Source: an optimization exercise on an open RTL-to-GDS flow (aim: small area). Production flows keep margins and buffers that such runs may drop. Only simulation tests tie the RTL to the original design; equivalence was not proved. No activity file was given, so power comes from the tool's default toggle rates.

Design sparmatic_core, start of the top module:
module sparmatic_core (
    input  wire         clk,
    input  wire         rst,           
    input  wire         tick_en,
    input  wire         cmd_valid,
    input  wire [31:0]  cmd,
    input  wire [6:0]   irq_in,
    input  wire         rf_missed,
    input  wire         sync_pending,
    input  wire         need_analog,
    input  wire         need_fastclk,
    input  wire [7:0]   nv_marker,
    input  wire [7:0]   nv_year,
    input  wire [7:0]   nv_month,
    input  wire [7:0]   nv_day,
    input  wire [7:0]   nv_hour,
    input  wire [7:0]   nv_min,
    input  wire [7:0]   nv_sec,
    input  wire [7:0]   nv_addr,
    input  wire [671:0] nv_tab,        
    output reg          resp_valid,
    output reg  [2:0]   resp_status,
    output reg  [31:0]  resp_data,
    output reg          ovf,
    output reg          sec_tick,
    output reg          wake,
    output reg          sleep_ok,
    output reg  [1:0]   sleep_mode,
    output reg          fatal
);
    localparam [7:0]   LAYOUT_MARKER = 8'h5A;
    localparam [23:0]  BAR_MF     = 24'h7E01C0;
    localparam [23:0]  BAR_ALL    = 24'h3FFF80;
    localparam [3:0] OP_NOP   = 4'h0, OP_TARM  = 4'h1, OP_TCLR  = 4'h2, OP_TSTAT = 4'h3,
                     OP_CSET  = 4'h4, OP_CGET  = 4'h5, OP_PSET  = 4'h6, OP_PGET  = 4'h7,
                     OP_PMODE = 4'h8, OP_PBAR  = 4'h9, OP_FTAKE = 4'hA, OP_FREAD = 4'hB,
                     OP_CFGW  = 4'hC, OP_CFGR  = 4'hD, OP_SREAD = 4'hE;
    localparam [2:0] ST_OK = 3'd0, ST_DAY_COMPLETE = 3'd1, ST_BOUNDS = 3'd2, ST_NOLOOKUP = 3'd3,
  ...
For scale: ~5,300 cells after synthesis, roughly 780 flip-flops, ~830 I/O pins.
export LEC_CHECK = 0
export CAP_MARGIN = 20
export CORE_MARGIN = 2
export CORE_UTILIZATION = 45
export CTS_BUF_LIST = sky130_fd_sc_hd__clkbuf_4
export GPL_TIMING_DRIVEN = 0
export PLACE_DENSITY = 0.65
export SLEW_MARGIN = 20
create_clock -name core_clock -period 30.0 [get_ports {clk}]
standard.sh (not shown) runs the stock make flow with config.mk's settings and CLKGATE_MAP_FILE= SYNTH_SCRIPT=/design/flow/synth_recipe.tcl, a recipe that flattens the netlist after the stock synthesis.
==> flow/flow/run.sh <==
#!/bin/bash
# Layout flow: the standard flow (standard.sh) with these changes:
#  - synthesis runs flow/synth_area.tcl, which is synth_recipe.tcl with an
#    area-oriented logic mapping (same registers as the standard synthesis);
#  - the port buffers that placement inserts are sky130_fd_sc_hd__buf_1;
#  - clock tree synthesis uses sky130_fd_sc_hd__clkbuf_4 in clusters of at
#    most 8 sinks within 35 um, and adds no dummy loads.
# The make output goes to flow_make.log; ORFS keeps each step's log under
# orfs/logs.
set -euo pipefail
HERE=$(pwd)
export AREA_ABC_SCRIPT=$HERE/flow/abc_area.script
export FLOW_SYNTH_TCL=$HERE/synth_recipe.tcl
export BUFFER_PORTS_ARGS="-buffer_cell sky130_fd_sc_hd__buf_1"
export CTS_ARGS="-sink_clustering_enable -repair_clock_nets -buf_list sky130_fd_sc_hd__clkbuf_4 -dont_use_dummy_load -sink_clustering_size 8 -sink_clustering_max_diameter 35"
sed "s#SYNTH_SCRIPT=[^ ]*#SYNTH_SCRIPT=$HERE/flow/synth_area.tcl#" standard.sh > my_standard.sh
grep -q "SYNTH_SCRIPT=$HERE/flow/synth_area.tcl" my_standard.sh
bash my_standard.sh > flow_make.log 2>&1
==> flow/flow/abc_area.script <==
strash
&get -n
&st
&dc2
&dch
&nf -R 1000 -p -C 32 -F 8 -E 50
&st
&dch
&nf -R 1000 -p -C 32 -F 8 -E 50
&put
==> flow/flow/synth_area.tcl <==
# The standard flow's synthesis (synth_recipe.tcl, unchanged) with two changes to how the
# logic is mapped; registers are mapped before either takes effect, so they
# are the same as in the standard synthesis:
#  - ABC maps the logic with an area-oriented script (flow/abc_area.script);
#  - adders are left to ABC instead of being extracted into fa/ha cells.
set ::env(ADDER_MAP_FILE) ""
proc abc {args} {
  set i [lsearch $args -script]
  if { $i >= 0 } {
    set args [lreplace $args [expr { $i + 1 }] [expr { $i + 1 }] $::env(AREA_ABC_SCRIPT)]
  }
  yosys abc {*}$args
}
source $::env(FLOW_SYNTH_TCL)
The first run ran to the end with no violations.
Edit:
==> flow/flow/run.sh (replaced) <==
#!/bin/bash
# Layout flow: the standard flow (standard.sh) with two changes:
#  - synthesis runs flow/synth_area.tcl, which is synth_recipe.tcl with an
#    area-oriented logic mapping (same registers as the standard synthesis);
#  - the port buffers that placement inserts are sky130_fd_sc_hd__buf_1.
# The make output goes to flow_make.log; ORFS keeps each step's log under
# orfs/logs.
set -euo pipefail
HERE=$(pwd)
export AREA_ABC_SCRIPT=$HERE/flow/abc_area.script
export FLOW_SYNTH_TCL=$HERE/synth_recipe.tcl
export BUFFER_PORTS_ARGS="-buffer_cell sky130_fd_sc_hd__buf_1"
sed "s#SYNTH_SCRIPT=[^ ]*#SYNTH_SCRIPT=$HERE/flow/synth_area.tcl#" standard.sh > my_standard.sh
grep -q "SYNTH_SCRIPT=$HERE/flow/synth_area.tcl" my_standard.sh
bash my_standard.sh > flow_make.log 2>&1
==> flow/flow/abc_area.script (replaced) <==
strash
&get -n
&st
&dch
&nf -R 1000 -p -C 32 -F 8
&st
&dch
&nf -R 1000 -p -C 32 -F 8
&put
CORE_UTILIZATION = 40   (was 45)
PLACE_DENSITY = 0.6   (was 0.65)
What happened:
- The changed run went through all stages and came out clean
- power increases by 12%
- wire length increases by 2.9%
- fmax decreases by about 4.6%
- setup slack is worse by 1.0 ns
- non-clock buffer count decreases by 12
- utilization decreases by 4.8 points
- cell area increases by 4.5%
- via count increases by 0.30%
Edit:
--- a/flow/flow/run.sh
+++ b/flow/flow/run.sh
@@ -1,6 +1,8 @@
 #!/bin/bash
-# Layout flow: the standard flow (standard.sh) with two changes:
+# Layout flow: the standard flow (standard.sh) with these changes:
 #  - synthesis runs flow/synth_area.tcl, which is synth_recipe.tcl with an
 #    area-oriented logic mapping (same registers as the standard synthesis);
-#  - the port buffers that placement inserts are sky130_fd_sc_hd__buf_1.
+#  - the port buffers that placement inserts are sky130_fd_sc_hd__buf_1;
+#  - clock tree synthesis uses sky130_fd_sc_hd__clkbuf_4 in clusters of at
+#    most 8 sinks within 35 um, and adds no dummy loads.
 # The make output goes to flow_make.log; ORFS keeps each step's log under
@@ -12,2 +14,3 @@
 export BUFFER_PORTS_ARGS="-buffer_cell sky130_fd_sc_hd__buf_1"
+export CTS_ARGS="-sink_clustering_enable -repair_clock_nets -buf_list sky130_fd_sc_hd__clkbuf_4 -dont_use_dummy_load -sink_clustering_size 8 -sink_clustering_max_diameter 35"
 sed "s#SYNTH_SCRIPT=[^ ]*#SYNTH_SCRIPT=$HERE/flow/synth_area.tcl#" standard.sh > my_standard.sh
==> flow/flow/abc_area.script (replaced) <==
strash
&get -n
&st
&dc2
&dch
&nf -R 1000 -p -C 32 -F 8 -E 50
&st
&dch
&nf -R 1000 -p -C 32 -F 8 -E 50
&put
CAP_MARGIN = 10   (was 20)
CORE_UTILIZATION = 48   (was 40)
PLACE_DENSITY = 0.68   (was 0.6)
SLEW_MARGIN = 10   (was 20)
After rerunning: Wire length came out lower by about 4.4%. Worst setup slack gains 0.43 ns. Design area came out lower by 6.3%. Fmax came out higher by about 2%. Die area came out lower by about 18%. Via count is about the same. Area after synthesis came out lower by about 1.6%. Hold slack gains 0.0086 ns. Cell count came out lower by 6.3%. Register-to-register slack gains 1.1 ns. Sequential power is about the same.
Edit:
--- a/flow/flow/run.sh
+++ b/flow/flow/run.sh
@@ -5,4 +5,4 @@
 #  - the port buffers that placement inserts are sky130_fd_sc_hd__buf_1;
-#  - clock tree synthesis uses sky130_fd_sc_hd__clkbuf_4 in clusters of at
-#    most 8 sinks within 35 um, and adds no dummy loads.
+#  - clock tree synthesis uses sky130_fd_sc_hd__clkbuf_4 and adds no dummy
+#    loads.
 # The make output goes to flow_make.log; ORFS keeps each step's log under
@@ -14,3 +14,3 @@
 export BUFFER_PORTS_ARGS="-buffer_cell sky130_fd_sc_hd__buf_1"
-export CTS_ARGS="-sink_clustering_enable -repair_clock_nets -buf_list sky130_fd_sc_hd__clkbuf_4 -dont_use_dummy_load -sink_clustering_size 8 -sink_clustering_max_diameter 35"
+export CTS_ARGS="-sink_clustering_enable -repair_clock_nets -buf_list sky130_fd_sc_hd__clkbuf_4 -dont_use_dummy_load"
 sed "s#SYNTH_SCRIPT=[^ ]*#SYNTH_SCRIPT=$HERE/flow/synth_area.tcl#" standard.sh > my_standard.sh
==> flow/flow/abc_area.script (replaced) <==
strash
&get -n
&st
&dch
&nf -R 1000 -p -C 32 -F 8
&st
&dch
&nf -R 1000 -p -C 32 -F 8
&put
CORE_UTILIZATION = 40   (was 48)
PLACE_DENSITY = 0.6   (was 0.68)
The new run finished clean.
Clock power came out higher by 22%.
Flip-flop and latch count is unchanged.
Routed wire length climbs by about 4%.
Edit:
--- a/flow/flow/run.sh
+++ b/flow/flow/run.sh
@@ -5,4 +5,4 @@
 #  - the port buffers that placement inserts are sky130_fd_sc_hd__buf_1;
-#  - clock tree synthesis uses sky130_fd_sc_hd__clkbuf_4 and adds no dummy
-#    loads.
+#  - clock tree synthesis uses sky130_fd_sc_hd__clkbuf_4 in clusters of at
+#    most 8 sinks within 35 um, and adds no dummy loads.
 # The make output goes to flow_make.log; ORFS keeps each step's log under
@@ -14,3 +14,3 @@
 export BUFFER_PORTS_ARGS="-buffer_cell sky130_fd_sc_hd__buf_1"
-export CTS_ARGS="-sink_clustering_enable -repair_clock_nets -buf_list sky130_fd_sc_hd__clkbuf_4 -dont_use_dummy_load"
+export CTS_ARGS="-sink_clustering_enable -repair_clock_nets -buf_list sky130_fd_sc_hd__clkbuf_4 -dont_use_dummy_load -sink_clustering_size 8 -sink_clustering_max_diameter 35"
 sed "s#SYNTH_SCRIPT=[^ ]*#SYNTH_SCRIPT=$HERE/flow/synth_area.tcl#" standard.sh > my_standard.sh
==> flow/flow/abc_area.script (replaced) <==
strash
&get -n
&st
&dch
&nf -R 1000 -p -C 32 -F 8 -E 50
&st
&dch
&nf -R 1000 -p -C 32 -F 8 -E 50
&put
After rerunning: The new run ran to the end with no violations; cell area drops by 2.1%; worst setup slack improves by 0.52 ns; fmax came out higher by 2.5%; final cell count drops by 1.5%; first-iteration DRC count grows by 1.2%; die area drops by 1.1%; non-clock buffer count fell by 8.

## what the ideal ports hide
No port has a modelled driver above. Below, the same layouts with a new extraction and two added sets of constraints. Step 1 assumes that a clkbuf_16 drives the clock port and a buf_2 every other input. Step 2 also shifts input and output timing later by t, the mid clock arrival at the registers, as if the neighbouring blocks saw the same clock. Three values: ideal, step 1, step 2; two values: the first two.
run | t, ns | slack for setup (ns) | hold slack, ns
the first run | 1.210 | 9.392 / 9.358 / 9.358 | 0.480 / 0.480 / 0.480
the second run | 1.268 | 8.395 / 8.365 / 8.365 | 0.456 / 0.456 / 0.456
the third run | 1.187 | 8.825 / 8.795 / 8.795 | 0.464 / 0.464 / 0.464
the fourth run | 1.200 | 8.592 / 8.560 / 8.560 | 0.454 / 0.454 / 0.454
the fifth run | 1.196 | 9.109 / 9.075 / 9.075 | 0.463 / 0.463 / 0.463
After both steps setup and hold are still met in every run listed.
